This design comes from an exercise in tuning for a short achievable clock period on the open sky130 flow, not from production work.
The RTL was checked by simulation tests, not by an equivalence proof against the original design.
Power and IR drop assume default switching activity.

[run.sh]
#!/bin/bash
# synth_recipe.tcl (not shown) runs the flow's synth.tcl, then flattens the netlist and writes it again
# the make line also repeats each setting of config.mk as NAME=value (left out here)
make -C /OpenROAD-flow-scripts/flow DESIGN_CONFIG=/design/flow/config.mk WORK_HOME=/design/flow/orfs CLKGATE_MAP_FILE= SYNTH_SCRIPT=/design/flow/synth_recipe.tcl finish
[design.v]
module fstc (
    input  wire        clk,
    input  wire        rst,
    input  wire        start,
    input  wire        tick,
    input  wire        rsp_valid,
    input  wire [1:0]  rsp_kind,
    input  wire [7:0]  rsp_b0,
    input  wire [7:0]  rsp_b1,
    output wire        rd_req,
    output wire [1:0]  rd_len,
    output wire        busy,
    output wire        valid,
    output wire        failed,
    output wire [2:0]  err,
    output wire [15:0] sr0,
    output wire [15:0] sr1,
    output wire [15:0] sr2,
    output wire [15:0] sr3,
    output wire [15:0] sr4,
    output wire [15:0] sr5,
    output wire [15:0] sr6,
    output wire [15:0] sr7,
    output wire [15:0] sr8,
    output wire [15:0] sr9,
    output wire [15:0] sr10,
    output wire [15:0] sr11,
    output wire [15:0] sr12,
    output wire [15:0] sr13,
    output wire [15:0] sr14,
    output wire [15:0] sr15
);
    localparam [2:0] PH_IDLE    = 3'd0;
    localparam [2:0] PH_SEARCH  = 3'd1;
    localparam [2:0] PH_LENGTH  = 3'd2;
    localparam [2:0] PH_PAYLOAD = 3'd3;
    localparam [2:0] PH_DONE    = 3'd4;
    localparam [2:0] PH_FAIL    = 3'd5;
    localparam [2:0] ERR_NONE     = 3'd0;
    localparam [2:0] ERR_RECEIVE  = 3'd1;
    localparam [2:0] ERR_TIMEOUT  = 3'd2;
    localparam [2:0] ERR_UNEXPECT = 3'd3;
    localparam [2:0] ERR_CHECKSUM = 3'd4;
    reg [2:0]   phase_q;
    reg [4:0]   idx_q;
    reg         req_q;
    reg [15:0]  elapsed_q;
    reg [12:0]  cks_q;           
    reg [15:0]  cks_exp_q;
    reg [2:0]   err_q;
    reg [191:0] buf_q;           
    reg [191:0] fld_q;           
    reg         busy_q;          
    reg         valid_q;         
    reg         failed_q;        
    reg         srch_q;          
    reg         len_q;           
    reg         pay_q;           
    reg         p26_q;           
    reg         idle_q;          
    reg         pollg_q;         
    reg         wait_s_q;        
    reg         wait_sg_q;       
    reg         wait_l_q;        
    reg         wait_lg_q;       
    reg         wait_p26_q;      
    reg         wait_lpg_q;      
    reg  [11:0] slot_q;          
    reg         gt_q;            
    reg         eq_q;            
    wire       k0     = (rsp_kind == 2'd0);
    wire       k3     = (rsp_kind == 2'd3);
    wire       kdat   = (rsp_kind == 2'd1) || (rsp_kind == 2'd2);
    wire [7:0] p0     = rsp_b0;
    wire [7:0] p1     = (rsp_kind == 2'd2) ? rsp_b1 : 8'h00;
    wire       acc    = rsp_valid && req_q;
    wire       len_ok = (rsp_kind == 2'd2) && (rsp_b0 == 8'h00) && (rsp_b1 == 8'h1C);
    wire       sof    = (p0 == 8'h42) && (p1 == 8'h4D);
    wire       ck_ok  = ({p0, p1} == {3'b000, cks_q});
    wire        inc       = tick && busy_q && !(&elapsed_q);
    wire [15:0] elapsed_t = elapsed_q + {15'd0, inc};
    wire        e4999     = (elapsed_q == 16'd4999);
    wire        to_t      = gt_q || (eq_q && inc);           
    wire        eq_t      = inc ? e4999 : eq_q;              
    wire [12:0] cks_sum;
    fstc_cksadd u_cksadd (.cks(cks_q), .p0(p0), .p1(p1), .sum(cks_sum));
    wire stay = !(k3 || (!k0 && ((len_q && !len_ok) || p26_q)));
    wire busy_a = busy_q && !(acc && !stay);
    wire start_acc = start && !busy_a;
    fstc_rdreq u_rdreq (
        .rst(rst), .start(start), .tick(tick), .rsp_valid(rsp_valid),
        .rsp_kind(rsp_kind), .rsp_b0(rsp_b0), .rsp_b1(rsp_b1),
        .idle(idle_q), .pollg(pollg_q), .ws(wait_s_q), .wsg(wait_sg_q),
        .wl(wait_l_q), .wlg(wait_lg_q), .wp(wait_p26_q), .wlpg(wait_lpg_q),
        .eq(eq_q),
        .rd_req(rd_req)
    );
    reg [2:0]  phase_n;
    reg [4:0]  idx_n;
    reg        req_n;
    reg [15:0] elapsed_n;
    reg [12:0] cks_n;
    reg [15:0] cks_exp_n;
    reg [2:0]  err_n;
    reg        gt_n, eq_n;
    always @* begin
        phase_n   = phase_q;
        idx_n     = idx_q;
        req_n     = req_q;
        elapsed_n = elapsed_t;
        cks_n     = cks_q;
        cks_exp_n = cks_exp_q;
        err_n     = err_q;
        gt_n      = to_t;
        eq_n      = eq_t;
        if (acc) begin
            req_n = 1'b0;
            if (k3) begin
                phase_n = PH_FAIL;
                err_n   = ERR_RECEIVE;
            end else if (kdat) begin
                if (srch_q) begin
                    if (sof) begin
                        cks_n   = 13'h008F;
                        phase_n = PH_LENGTH;
                    end
                end
                if (len_q) begin
                    cks_n = cks_sum;
                    if (len_ok) begin
                        phase_n = PH_PAYLOAD;
                    end else begin
                        phase_n = PH_FAIL;
                        err_n   = ERR_UNEXPECT;
                    end
                end
                if (pay_q) begin
                    idx_n = idx_q + 5'd2;
                    if (p26_q) begin
                        cks_exp_n = {p0, p1};
                        if (ck_ok) begin
                            phase_n = PH_DONE;
                        end else begin
                            phase_n = PH_FAIL;
                            err_n   = ERR_CHECKSUM;
                        end
                    end else begin
                        cks_n = cks_sum;
                    end
                end
            end
        end
        if (start_acc) begin
            phase_n   = PH_SEARCH;
            idx_n     = 5'd0;
            req_n     = 1'b0;
            elapsed_n = 16'd0;
            cks_n     = 13'd0;
            cks_exp_n = 16'd0;
            err_n     = ERR_NONE;
            gt_n      = 1'b0;
            eq_n      = 1'b0;
            end
        if (start_acc || busy_a) begin
            if (!req_n) begin
                if (!start_acc && to_t) begin
                    phase_n = PH_FAIL;
                    err_n   = ERR_TIMEOUT;
                end else begin
                    req_n = 1'b1;
                end
            end
        end
    end
    wire valid_n;
    fstc_vnext u_vnext (
        .rst(rst), .start(start), .rsp_valid(rsp_valid), .rsp_kind(rsp_kind),
        .rsp_b0(rsp_b0), .rsp_b1(rsp_b1), .valid(valid_q), .wait_p26(wait_p26_q),
        .cks(cks_q), .valid_n(valid_n)
    );
    integer j;
    always @(posedge clk) begin
        if (rst) begin
            phase_q   <= PH_IDLE;
            idx_q     <= 5'd0;
            req_q     <= 1'b0;
            elapsed_q <= 16'd0;
            cks_q     <= 13'd0;
            cks_exp_q <= 16'd0;
            err_q     <= ERR_NONE;
            busy_q    <= 1'b0;
            valid_q   <= 1'b0;
            failed_q  <= 1'b0;
            srch_q    <= 1'b0;
            len_q     <= 1'b0;
            pay_q     <= 1'b0;
            p26_q     <= 1'b0;
            idle_q    <= 1'b1;
            pollg_q   <= 1'b0;
            wait_s_q  <= 1'b0;
            wait_sg_q <= 1'b0;
            wait_l_q  <= 1'b0;
            wait_lg_q <= 1'b0;
            wait_p26_q <= 1'b0;
            wait_lpg_q <= 1'b0;
            slot_q    <= 12'd0;
            gt_q      <= 1'b0;
            eq_q      <= 1'b0;
        end else begin
            phase_q   <= phase_n;
            idx_q     <= idx_n;
            req_q     <= req_n;
            elapsed_q <= elapsed_n;
            cks_q     <= cks_n;
            cks_exp_q <= cks_exp_n;
            err_q     <= err_n;
            busy_q    <= (phase_n == PH_SEARCH) || (phase_n == PH_LENGTH) ||
                         (phase_n == PH_PAYLOAD);
            valid_q   <= (phase_n == PH_DONE);
            failed_q  <= (phase_n == PH_FAIL);
            srch_q    <= (phase_n == PH_SEARCH);
            len_q     <= (phase_n == PH_LENGTH);
            pay_q     <= (phase_n == PH_PAYLOAD);
            p26_q     <= (phase_n == PH_PAYLOAD) && (idx_n == 5'd26);
            idle_q    <= !((phase_n == PH_SEARCH) || (phase_n == PH_LENGTH) ||
                           (phase_n == PH_PAYLOAD));
            pollg_q   <= !req_n && !gt_n && ((phase_n == PH_SEARCH) ||
                         (phase_n == PH_LENGTH) || (phase_n == PH_PAYLOAD));
            wait_s_q  <= req_n && ((phase_n == PH_SEARCH) ||
                         ((phase_n == PH_PAYLOAD) && (idx_n != 5'd26)));
            wait_sg_q <= req_n && !gt_n && ((phase_n == PH_SEARCH) ||
                         ((phase_n == PH_PAYLOAD) && (idx_n != 5'd26)));
            wait_l_q  <= req_n && (phase_n == PH_LENGTH);
            wait_lg_q <= req_n && !gt_n && (phase_n == PH_LENGTH);
            wait_p26_q <= req_n && (phase_n == PH_PAYLOAD) && (idx_n == 5'd26);
            wait_lpg_q <= req_n && !gt_n && ((phase_n == PH_LENGTH) ||
                          ((phase_n == PH_PAYLOAD) && (idx_n == 5'd26)));
            for (j = 0; j < 12; j = j + 1)
                slot_q[j] <= (phase_n == PH_PAYLOAD) && (idx_n == 2 * j);
            gt_q      <= gt_n;
            eq_q      <= eq_n;
        end
    end
    always @(posedge clk)
        fld_q <= valid_n ? buf_q : 192'd0;
    integer i;
    always @(posedge clk) begin
        for (i = 0; i < 12; i = i + 1) begin
            if (slot_q[i]) begin
                buf_q[16*i +: 8]     <= p0;
                buf_q[16*i + 8 +: 8] <= p1;
            end
        end
    end
    assign rd_len = 2'd2;
    assign busy   = busy_q;
    assign valid  = valid_q;
    assign failed = failed_q;
    assign err    = err_q;
    assign sr0 = {3'b000, idx_q, valid_q, err_q, req_q, phase_q};
    assign sr1 = {3'b000, cks_q};
    assign sr2 = cks_exp_q;
    assign sr3 = elapsed_q;
    genvar k;
    generate
        for (k = 0; k < 12; k = k + 1) begin : g_field
            wire [15:0] f = {fld_q[16*k +: 8], fld_q[16*k + 8 +: 8]};
        end
    endgenerate
    assign sr4  = g_field[0].f;
    assign sr5  = g_field[1].f;
    assign sr6  = g_field[2].f;
    assign sr7  = g_field[3].f;
    assign sr8  = g_field[4].f;
    assign sr9  = g_field[5].f;
    assign sr10 = g_field[6].f;
    assign sr11 = g_field[7].f;
    assign sr12 = g_field[8].f;
    assign sr13 = g_field[9].f;
    assign sr14 = g_field[10].f;
    assign sr15 = g_field[11].f;
endmodule
module fstc_rdreq (
    input  wire       rst,
    input  wire       start,
    input  wire       tick,
    input  wire       rsp_valid,
    input  wire [1:0] rsp_kind,
    input  wire [7:0] rsp_b0,
    input  wire [7:0] rsp_b1,
    input  wire       idle,        
    input  wire       pollg,       
    input  wire       ws,          
    input  wire       wsg,         
    input  wire       wl,          
    input  wire       wlg,         
    input  wire       wp,          
    input  wire       wlpg,        
    input  wire       eq,          
    output wire       rd_req
);
    wire rv = rsp_valid;
    wire k1 = rsp_kind[1];
    wire k0 = rsp_kind[0];
    wire [7:0] a = rsp_b0;
    wire [7:0] b = rsp_b1;
    wire s_, t_, k3, kn, kz, nk3;
    fstc_g_nor2b  g_s   (.a(rst), .b(start), .y(s_));            
    fstc_g_a21oi  g_t   (.a1(eq), .a2(tick), .b1(rst), .y(t_));   
    fstc_g_and2   g_k3  (.a(k1), .b(k0), .y(k3));
    fstc_g_or2    g_kn  (.a(k1), .b(k0), .y(kn));
    fstc_g_nor2   g_kz  (.a(k1), .b(k0), .y(kz));
    fstc_g_nand2  g_nk3 (.a(k1), .b(k0), .y(nk3));
    wire o1, o2, o3, o4, o5, o6, o7, o8, o9;
    fstc_g_nor2b  g_o1 (.a(a[0]), .b(k1),   .y(o1));
    fstc_g_nor2b  g_o2 (.a(a[1]), .b(b[2]), .y(o2));
    fstc_g_nor2b  g_o3 (.a(a[2]), .b(b[3]), .y(o3));
    fstc_g_nor2b  g_o4 (.a(a[3]), .b(b[4]), .y(o4));
    fstc_g_nor2   g_o5 (.a(a[4]), .b(a[5]), .y(o5));
    fstc_g_nor2   g_o6 (.a(a[6]), .b(a[7]), .y(o6));
    fstc_g_nor2   g_o7 (.a(b[0]), .b(b[1]), .y(o7));
    fstc_g_nor2   g_o8 (.a(b[5]), .b(b[6]), .y(o8));
    fstc_g_nor2   g_o9 (.a(b[7]), .b(k0),   .y(o9));
    wire x1, x2, x3, x4, x5, x6, y1, y2, m1, m2, m3;
    fstc_g_nand2  g_x1 (.a(s_), .b(idle), .y(x1));
    fstc_g_nand4  g_x2 (.a(s_), .b(rv), .c(k3),  .d(ws),   .y(x2));
    fstc_g_nand4  g_x3 (.a(s_), .b(rv), .c(kn),  .d(wp),   .y(x3));
    fstc_g_nand2  g_x4 (.a(t_), .b(pollg), .y(x4));
    fstc_g_nand4  g_x5 (.a(t_), .b(rv), .c(nk3), .d(wsg),  .y(x5));
    fstc_g_nand4  g_x6 (.a(t_), .b(rv), .c(kz),  .d(wlpg), .y(x6));
    fstc_g_and4   g_y1 (.a(s_), .b(rv), .c(kn),  .d(wl),   .y(y1));
    fstc_g_and3   g_y2 (.a(t_), .b(rv), .c(wlg), .y(y2));
    fstc_g_nand3  g_m1 (.a(o1), .b(o2), .c(o3), .y(m1));
    fstc_g_nand3  g_m2 (.a(o4), .b(o5), .c(o6), .y(m2));
    fstc_g_nand3  g_m3 (.a(o7), .b(o8), .c(o9), .y(m3));
    wire w1, w2, z1, lok;
    fstc_g_nand3  g_w1  (.a(x1), .b(x2), .c(x3), .y(w1));
    fstc_g_nand3  g_w2  (.a(x4), .b(x5), .c(x6), .y(w2));
    fstc_g_o31ai  g_z1  (.a1(m1), .a2(m2), .a3(m3), .b1(y1), .y(z1));   
    fstc_g_nor3   g_lok (.a(m1), .b(m2), .c(m3), .y(lok));
    wire z2;
    fstc_g_nand2  g_z2 (.a(lok), .b(y2), .y(z2));
    fstc_g_nand4bb g_rd (.a_n(w1), .b_n(w2), .c(z1), .d(z2), .y(rd_req));
endmodule
module fstc_g_nand2 (input wire a, input wire b, output wire y);
    assign y = !(a && b);
endmodule
module fstc_g_nand3 (input wire a, input wire b, input wire c, output wire y);
    assign y = !(a && b && c);
endmodule
module fstc_g_nand4 (input wire a, input wire b, input wire c, input wire d, output wire y);
    assign y = !(a && b && c && d);
endmodule
module fstc_g_nor2 (input wire a, input wire b, output wire y);
    assign y = !(a || b);
endmodule
module fstc_g_nor2b (input wire a, input wire b, output wire y);
    assign y = !a && b;
endmodule
module fstc_g_nor3 (input wire a, input wire b, input wire c, output wire y);
    assign y = !(a || b || c);
endmodule
module fstc_g_and2 (input wire a, input wire b, output wire y);
    assign y = a && b;
endmodule
module fstc_g_and3 (input wire a, input wire b, input wire c, output wire y);
    assign y = a && b && c;
endmodule
module fstc_g_and4 (input wire a, input wire b, input wire c, input wire d, output wire y);
    assign y = a && b && c && d;
endmodule
module fstc_g_or2 (input wire a, input wire b, output wire y);
    assign y = a || b;
endmodule
module fstc_g_a21oi (input wire a1, input wire a2, input wire b1, output wire y);
    assign y = !((a1 && a2) || b1);
endmodule
module fstc_g_o31ai (input wire a1, input wire a2, input wire a3, input wire b1, output wire y);
    assign y = !((a1 || a2 || a3) && b1);
endmodule
module fstc_g_nand4bb (input wire a_n, input wire b_n, input wire c, input wire d, output wire y);
    assign y = !(!a_n && !b_n && c && d);
endmodule
module fstc_vnext (
    input  wire        rst,
    input  wire        start,
    input  wire        rsp_valid,
    input  wire [1:0]  rsp_kind,
    input  wire [7:0]  rsp_b0,
    input  wire [7:0]  rsp_b1,
    input  wire        valid,       
    input  wire        wait_p26,    
    input  wire [12:0] cks,
    output wire        valid_n
);
    wire [7:0] p1 = (rsp_kind == 2'd2) ? rsp_b1 : 8'h00;
    wire kdat     = (rsp_kind == 2'd1) || (rsp_kind == 2'd2);
    wire ck_ok    = ({rsp_b0, p1} == {3'b000, cks});
    assign valid_n = !rst && !start &&
                     (valid || (wait_p26 && rsp_valid && kdat && ck_ok));
endmodule
module fstc_cksadd (
    input  wire [12:0] cks,
    input  wire [7:0]  p0,
    input  wire [7:0]  p1,
    output wire [12:0] sum
);
    assign sum = cks + {5'd0, p0} + {5'd0, p1};
endmodule
[config.mk]
export PLATFORM = sky130hd
export DESIGN_NAME = fstc
export DESIGN_NICKNAME = fstc
export VERILOG_FILES = /design/flow/design.v
export SDC_FILE = /design/flow/constraint.sdc
export NUM_CORES = 4
export LEC_CHECK = 0
export CAP_MARGIN = 20
export CORE_MARGIN = 2
export CORE_UTILIZATION = 40
export PLACE_DENSITY = 0.6
export SETUP_SLACK_MARGIN = 4
export SLEW_MARGIN = 20
export SYNTH_HIERARCHICAL = 1
export SYNTH_MINIMUM_KEEP_SIZE = 0
[constraint.sdc]
create_clock -name core_clock -period 6.5 [get_ports {clk}]
set_input_delay 1.3000 -clock core_clock [delete_from_list [all_inputs] [get_ports {clk}]]
set_output_delay 1.3000 -clock core_clock [all_outputs]
set_load 0.01 [all_outputs]
==> flow_summary.ini, run 1 <==
[power_and_ir_drop]
peakVddDrop_uv = 173
p_int_mw = 4.80
p_clk_share_pct = 44.6
leakage_nw = 9.75
p_sw_share_pct = 21.8
p_comb_share_pct = 5.5
seqPwrFrac_pct = 49.9
p_per_area_mw_per_mm2 = 256
power_mw = 6.13
p_sw_mw = 1.34

[layout]
n_antenna_cell = 0
synthToLayoutAreaGrowth_pct = 50.3
nFillCells = 3061
stdcell_count = 2235
fin_nets = 1718
drive_above_1_share_pct = 37.1

[synth]
ys_seq_area_share_pct = 71.0
synth-seq-cells = 470
synth_area_leader_cell = edfxtp_1
yosysMostFrequentCell = dfxtp_1
synthFlopType = dfxtp_1
yosysTopAreaCellShare_pct = 36.1
avgSynthCellArea_sq_um = 13.1
ys_top_cells_by_area = edfxtp_1 36%, dfxtp_1 35%, and2_1 8.0%
synth-async-reset-ratio_pct = 0
syn_inst = 1215
yosysUniqueCellTypes = 81
synth-edff-count = 192
synth.cell_area_sq_mm = 0.0160
yosysWarnings = 7
synth_commonest_cells = 278 x dfxtp_1, 203 x and2_1, 192 x edfxtp_1, 89 x nor2_1, 73 x nand2_1

[timing]
slew_headroom_pct = 38.8
max_freq_mhz = 279
fin_tns_setup_ns = 0
post-route-period-util_pct = 55.2
hold_viol = 0
maxSlewViolCount = 0
whs_ns = 0.438
skew_ns = 0.0235
fin_crit_ns = 3.58
setup_violations = 0
tightest_slew_ns = 0.917
rsz0062_at_grt = yes

[drt]
vias = 11397
antenna_left = 0
wire_per_inst_um = 23.5
vias_per_cell = 5.10
drc = 0
routed_wirelength_um = 52600
drt-pass1-iter-count = 5
drt-initial-drc-count = 732

[clocking]
cts_buffers = 47
ctsHoldBuffers = 0
tritoncts = built
htreeDepth = 2
root_buffer = clkbuf_16
clock_sinks = 470
insertion_delay_ns = 0.57
ctsLongestPathBuffers = 3
cts.clk_slew.worst_paths_ns = 0.06

[grt]
antenna_found_initial = 1
grt-ovfl-total = 0
grt_max_degree = 18
grt_use_total_pct = 24.5
grt_first_pass_wirelength_um = 74100
first_global_vias = 11079

[critical_path]
arrival_ns = 2.28
crit_path_start_kind = input port
crit_fanout = 2
crit_path_end_kind = primary output
reg2reg_depth = 13
cp.required_ns = 5.20
critPathKind = input port to primary output

[floorplan]
die_area_sq_mm = 0.0415
die_y_um = 204
die_width_um = 204
fp.coreArea_sq_mm = 0.0395
start_util_pct = 40.4
rows = 73
boundaryPins = 288

[outcome]
outcome = no timing/DRC/antenna violations

[placement]
placed_cells = 1987
place_hpwl_um = 28100
gp_congestion = 0.887
port_buffers = 279

[flow_run]
maxCapViolations = 0

[min_path]
hold_class = flop to flop
hold_depth = 1
==> what timing repair did <==
action / CTS / global route
resized for setup: 743 / 254
setup buffers: 88 / 37
cloned: 29 / 5
endpoints found under the setup margin: 583 / 369
pin swaps: 25 / 74
==> path summary, 6_finish.rpt <==
| path | startpoint | to | slack [ns] |
|---|---|---|---|
| setup / recovery | rsp_b0[2] | rd_req | 2.92 |
| hold / removal | buf_q[72] | fld_q[72] | 0.44 |
| setup reg to reg | cks_q[0] | cks_q[11] | 3.95 |
| hold reg to reg | buf_q[72] | fld_q[72] | 0.44 |
==> critical path: stages <==
cell	delay, ns
buf_6	0.10
buf_12	0.13
nor2b_4	0.10
nand3_2	0.09
o31ai_2	0.25
nand4bb_1	0.15
buf_2	0.17
==> Yosys stat by module (local to each module, per instance), a selection <==
module	area (sq um)	times used	flip-flops and latches	cells
fstc_g_nor3	10.0	1	0	1
fstc_cksadd	592	1	0	69
fstc_g_nand3	5.00	5	0	1
fstc_g_nor2b	13.8	5	0	1
fstc_g_o31ai	12.5	1	0	1
fstc_vnext	292	1	0	44
fstc	14800	1	470	1070
==> routing by layer <==
metal | vias to the layer above | share of wire (%) | track usage (%)
met5 | - | 0 | 0
met4 | 0 | 3.6 | 7.56
met3 | 113 | 7.3 | 4.03
met2 | 518 | 48 | 40.7
met1 | 5618 | 41 | 32.8
li1 | 5148 | - | -
==> cell type report <==
type                            count  area (sq um)  share of cell area (%)
Sequential cell                   470         11500                    47.8
Multi-Input combinational cell    696          5630                    23.5
Tap cell                          525           657                    2.74
Inverter                           22           100                   0.417
Clock buffer                       65          1370                    5.69
Timing Repair Buffer              434          4520                    18.9
Clock inverter                     23           239                   0.996
==> metrics by stage <==
stage | cell area (sq um) | setup slack (ns) | utilization (%)
after global placement | 19600 | 1.56 | 49.5
after CTS | 23000 | 2.92 | 58.2
final | 24000 | 2.92 | 60.7
after global routing | 24000 | 2.84 | 60.7
after floorplan | 16600 | 2.74 | -
after detailed placement | 19600 | 1.57 | 49.5
==> kinds of logic after synthesis <==
kind of cell | share of synthesized area, %
AND/OR/NAND/NOR | 17.0
flip-flops | 71.0
AO/OA/AOI/OAI | 5.14
buffers and inverters | 2.08
XOR/XNOR | 2.36
adder cells (fa/ha/maj) | 2.30
other | 0.0471
multiplexers | 0.0627
==> layout by cell type, fill, tap and decap left out, drive strengths merged, types with 3 or more instances in the layout <==
cell           synthesis  routed
bufinv                 0       3
nor2                  90      90
a21oi                 33      33
conb                   2       8
or4                    4       4
nor4                  11      11
o22ai                  8       8
xnor2                 21      21
a31oi                  6       6
and3                  13      13
nand2                 75      75
a211oi                 3       3
inv                   21      22
nor3                  18      18
edfxtp               192     192
nand3                 29      34
clkdlybuf4s15          0     109
and2                 203     203
nand2b                 6       6
or2                    4       4
nand4                  9       9
nor2b                 10      10
a22o                   2      14
o211ai                 3       3
xor2                  22      22
a21o                   4       4
o21ai                 17      17
a22oi                  9       9
clkbuf                32     102
and4                   3       3
o22a                   3       3
o21a                   3       3
nor4bb                 4       4
clkinv                 1      19
a31o                   3       3
buf                   18     181
fa                     9       9
dlygate4sd2            0     107
dfxtp                278     278
ha                    15      15
==> power by group through the flow <==
stage	logic, mW	clock network, mW	registers [mW]
after floorplan	0.115	0	3.14
after global placement	0.207	0	3.14
after detailed placement	0.209	0	3.14
after CTS	0.280	2.77	3.06
after global routing	0.352	2.90	3.06
final	0.335	2.74	3.06
==> state kept, by name (all words and copies together) (netlist names), 3 cells and up <==
register   cells
buf_q        192
fld_q        192
cks_exp_q     16
elapsed_q     16
cks_q         13
slot_q        12
idx_q          5
err_q          3
phase_q        3
==> run 2: changes to the inputs <==
--- a/config.mk
+++ b/config.mk
@@ -13,3 +13,4 @@
 export SLEW_MARGIN = 20
 export SYNTH_HIERARCHICAL = 1
 export SYNTH_MINIMUM_KEEP_SIZE = 0
+export TNS_END_PERCENT = 5
==> flow_summary.ini, run 2 <==
[timing]
skew_ns = 0.0264
fin_tns_setup_ns = 0
slew_headroom_pct = 32.9
max_freq_mhz = 283
rsz0062_at_grt = yes
tightest_slew_ns = 1.00
maxSlewViolCount = 0
post-route-period-util_pct = 54.3
hold_viol = 0
fin_crit_ns = 3.53
setup_violations = 0

[grt]
grt_first_pass_wirelength_um = 63100
grt_use_total_pct = 20.7
grt_max_degree = 48
first_global_vias = 9927
grt-ovfl-total = 0
antenna_found_initial = 1

[power_and_ir_drop]
p_per_area_mw_per_mm2 = 277
peakVddDrop_uv = 162
p_clk_share_pct = 44.5
leakage_nw = 7.82
p_int_mw = 4.70
p_sw_share_pct = 21.1
power_mw = 5.96
p_sw_mw = 1.26
seqPwrFrac_pct = 51.7
p_comb_share_pct = 3.9

[placement]
dpl-instance-area_sq_mm = 0.0194
placed_cells = 1990
place_hpwl_um = 28400
port_buffers = 279
gp_congestion = 0.847

[layout]
synthToLayoutAreaGrowth_pct = 34.6
final_common_cell = dfxtp_1
fin_nets = 1586
layout_common_cells = 278 x dfxtp_1, 256 x clkdlybuf4s50_1, 195 x and2_1, 192 x edfxtp_1, 81 x nor2_1
design_area_sq_mm = 0.0215
stdcell_count = 2101
drive_above_1_share_pct = 13.9
finish.utilization_pct = 54.3
reg.largest.list = buf_q: 192 flops, fld_q: 192 flops

[floorplan]
boundaryPins = 288
rows = 73
die_area_sq_mm = 0.0415
start_util_pct = 40.4
die_width_um = 204
die_y_um = 204
fp.coreArea_sq_mm = 0.0395

[synth]
ys_seq_area_share_pct = 71.0
synthFlopType = dfxtp_1
synth-seq-cells = 470
synth-async-reset-ratio_pct = 0
yosysTopAreaCellShare_pct = 36.1
synth_commonest_cells = 278 x dfxtp_1, 203 x and2_1, 192 x edfxtp_1, 89 x nor2_1, 73 x nand2_1
syn_inst = 1215
yosysWarnings = 7
synth-edff-count = 192
ys_top_cells_by_area = edfxtp_1 36%, dfxtp_1 35%, and2_1 8.0%
synth.cell_area_sq_mm = 0.0160
yosysUniqueCellTypes = 81
synth_area_leader_cell = edfxtp_1
yosysMostFrequentCell = dfxtp_1
avgSynthCellArea_sq_um = 13.1

[drt]
vias = 10199
drt-initial-drc-count = 513
antenna_left = 0
drt-pass1-iter-count = 5
vias_per_cell = 4.85
wire_per_inst_um = 20.5
drc = 0
routed_wirelength_um = 43200

[critical_path]
cp.required_ns = 5.20
crit_path_frequent_cell = buf_6
crit_slowest_cell = o31ai_4
worstReg2RegStart = cks_q[1]
crit_path_start_kind = input port
crit_fanout = 3
crit_path_cell_trace = buf_12 > buf_6 > nor2b_4 > nand3_2 > o31ai_4 > nand4bb_4 > buf_6
critPathMaxStageDelay_ns = 0.22
crit_path_end_kind = primary output
critPathKind = input port to primary output
crit_start = rsp_b0[2]
arrival_ns = 2.23

[clocking]
clock_sinks = 470
cts_buffers = 48
htreeDepth = 2
ctsLongestPathBuffers = 3
tritoncts = built
cts.clk_slew.worst_paths_ns = 0.06
insertion_delay_ns = 0.58
ctsHoldBuffers = 0
root_buffer = clkbuf_16

[min_path]
min_from = buf_q[111]
hold_class = flop to flop

[outcome]
outcome = no timing/DRC/antenna violations

[flow_run]
maxCapViolations = 0
[run 2: modules after synthesis, one instance, submodules excluded, a selection]
module	flops+latches	copies in the design	area (sq um)	cells
fstc	470	1	14800	1070
fstc_cksadd	0	1	592	69
fstc_g_and2	0	1	6.26	1
fstc_g_nand2	0	4	3.75	1
fstc_g_nand3	0	5	5.00	1
fstc_g_nand4	0	4	6.26	1
fstc_g_nand4bb	0	1	11.3	1
fstc_g_nor2	0	6	3.75	1
[run 2: path summary, 6_finish.rpt]
check               end  slack, ns  cells past startpoint
min reg2reg  fld_q[111]       0.43                      1
min          fld_q[111]       0.43                      1
max              rd_req       2.97                      7
max reg2reg   cks_q[11]       3.76                     11
[run 2: metrics by stage]
step	hold slack (ns)	setup slack, ns
floorplan	0.420	2.73
global placement	0.428	1.42
detailed placement	0.431	1.35
CTS	0.429	2.95
global route	0.438	2.92
finish	0.429	2.97
[run 2: per-layer routing]
metal | share of wire (%) | global-route usage (%)
met1 | 42 | 26.8
met2 | 49 | 34.2
met3 | 6.8 | 4.70
met4 | 2.5 | 6.86
met5 | 0 | 0
[run 2: kinds of logic (layout without fill, tap and decap cells)]
| group | after synthesis | in the layout | synth area share, % |
|---|---|---|---|
| AO/OA/AOI/OAI | 115 | 118 | 5.14 |
| XOR/XNOR | 43 | 43 | 2.36 |
| adder cells (fa/ha/maj) | 24 | 24 | 2.30 |
| buffers and inverters | 72 | 423 | 2.08 |
| flip-flops | 470 | 470 | 71.0 |
| multiplexers | 1 | 1 | 0.0627 |
| other | 2 | 9 | 0.0471 |
| AND/OR/NAND/NOR | 488 | 488 | 17.0 |
[run 2: power by group through the flow]
stage,Sequential (mW),Clock [mW],Combinational [mW]
global placement,3.14,0,0.196
CTS,3.08,2.71,0.213
floorplan,3.14,0,0.0993
finish,3.08,2.65,0.232
global route,3.08,2.82,0.248
detailed placement,3.14,0,0.199
[run 2: worst max-delay path, delay by kind of cell]
| kind | cells | cell delay [ns] |
|---|---|---|
| and+or+nand+nor | 3 | 0.34 |
| AOI/OAI and AO/OA | 1 | 0.22 |
| buffers and inverters | 3 | 0.38 |
[run 2: timing repair]
action                                  in CTS  in global routing
pin swaps                                   15                 14
cloned                                       4                  0
setup buffers                               11                  9
hold endpoints to repair                     0                  0
endpoints found under the setup margin     583                535
gates resized for setup                    162                 54
[run 2: layout make-up]
| type | count | area [sq um] |
|---|---|---|
| timing repair buffer | 315 | 3190 |
| fill | 3294 | 18100 |
| sequential | 470 | 11300 |
| clock inverter | 23 | 213 |
| clock buffer | 63 | 1310 |
| inverter | 22 | 98.8 |
| antenna | 1 | 2.50 |
| multi-input combinational | 682 | 4680 |
| tap | 525 | 657 |

re-timing with driven ports:
The results above use ideal ports. As a check the final layouts listed here were re-extracted and re-timed, cells and wires unchanged. Step 1 sets driving cells, clkbuf_16 on the clock port and buf_2 on the other inputs (assumed; they add their load-dependent delay and slew). Step 2 adds t to the input delays and takes it off the output delays; t is the mean of the earliest and latest rising clock arrival at the registers after step 1. Input paths then give back, and output paths get back, about the clock's delay inside the block. Slacks: ideal ports / drivers / drivers and shift; pairs: ideal ports / drivers.
run | t, ns | setup WS [ns] | worst setup path at the end | worst slew at a driven data input, ns | pins driven straight from the clock port
run 1 | 0.611 | 2.915 / 2.858 / 2.441 | input to register | 0.14 | 1
run 2 | 0.623 | 2.969 / 2.898 / 2.469 | input to register | 0.10 | 1
After both steps setup and hold are still met in every run listed. The setup slack of run 2, which loses most, moves by -0.071 ns with the drivers and by -0.500 ns with both steps.
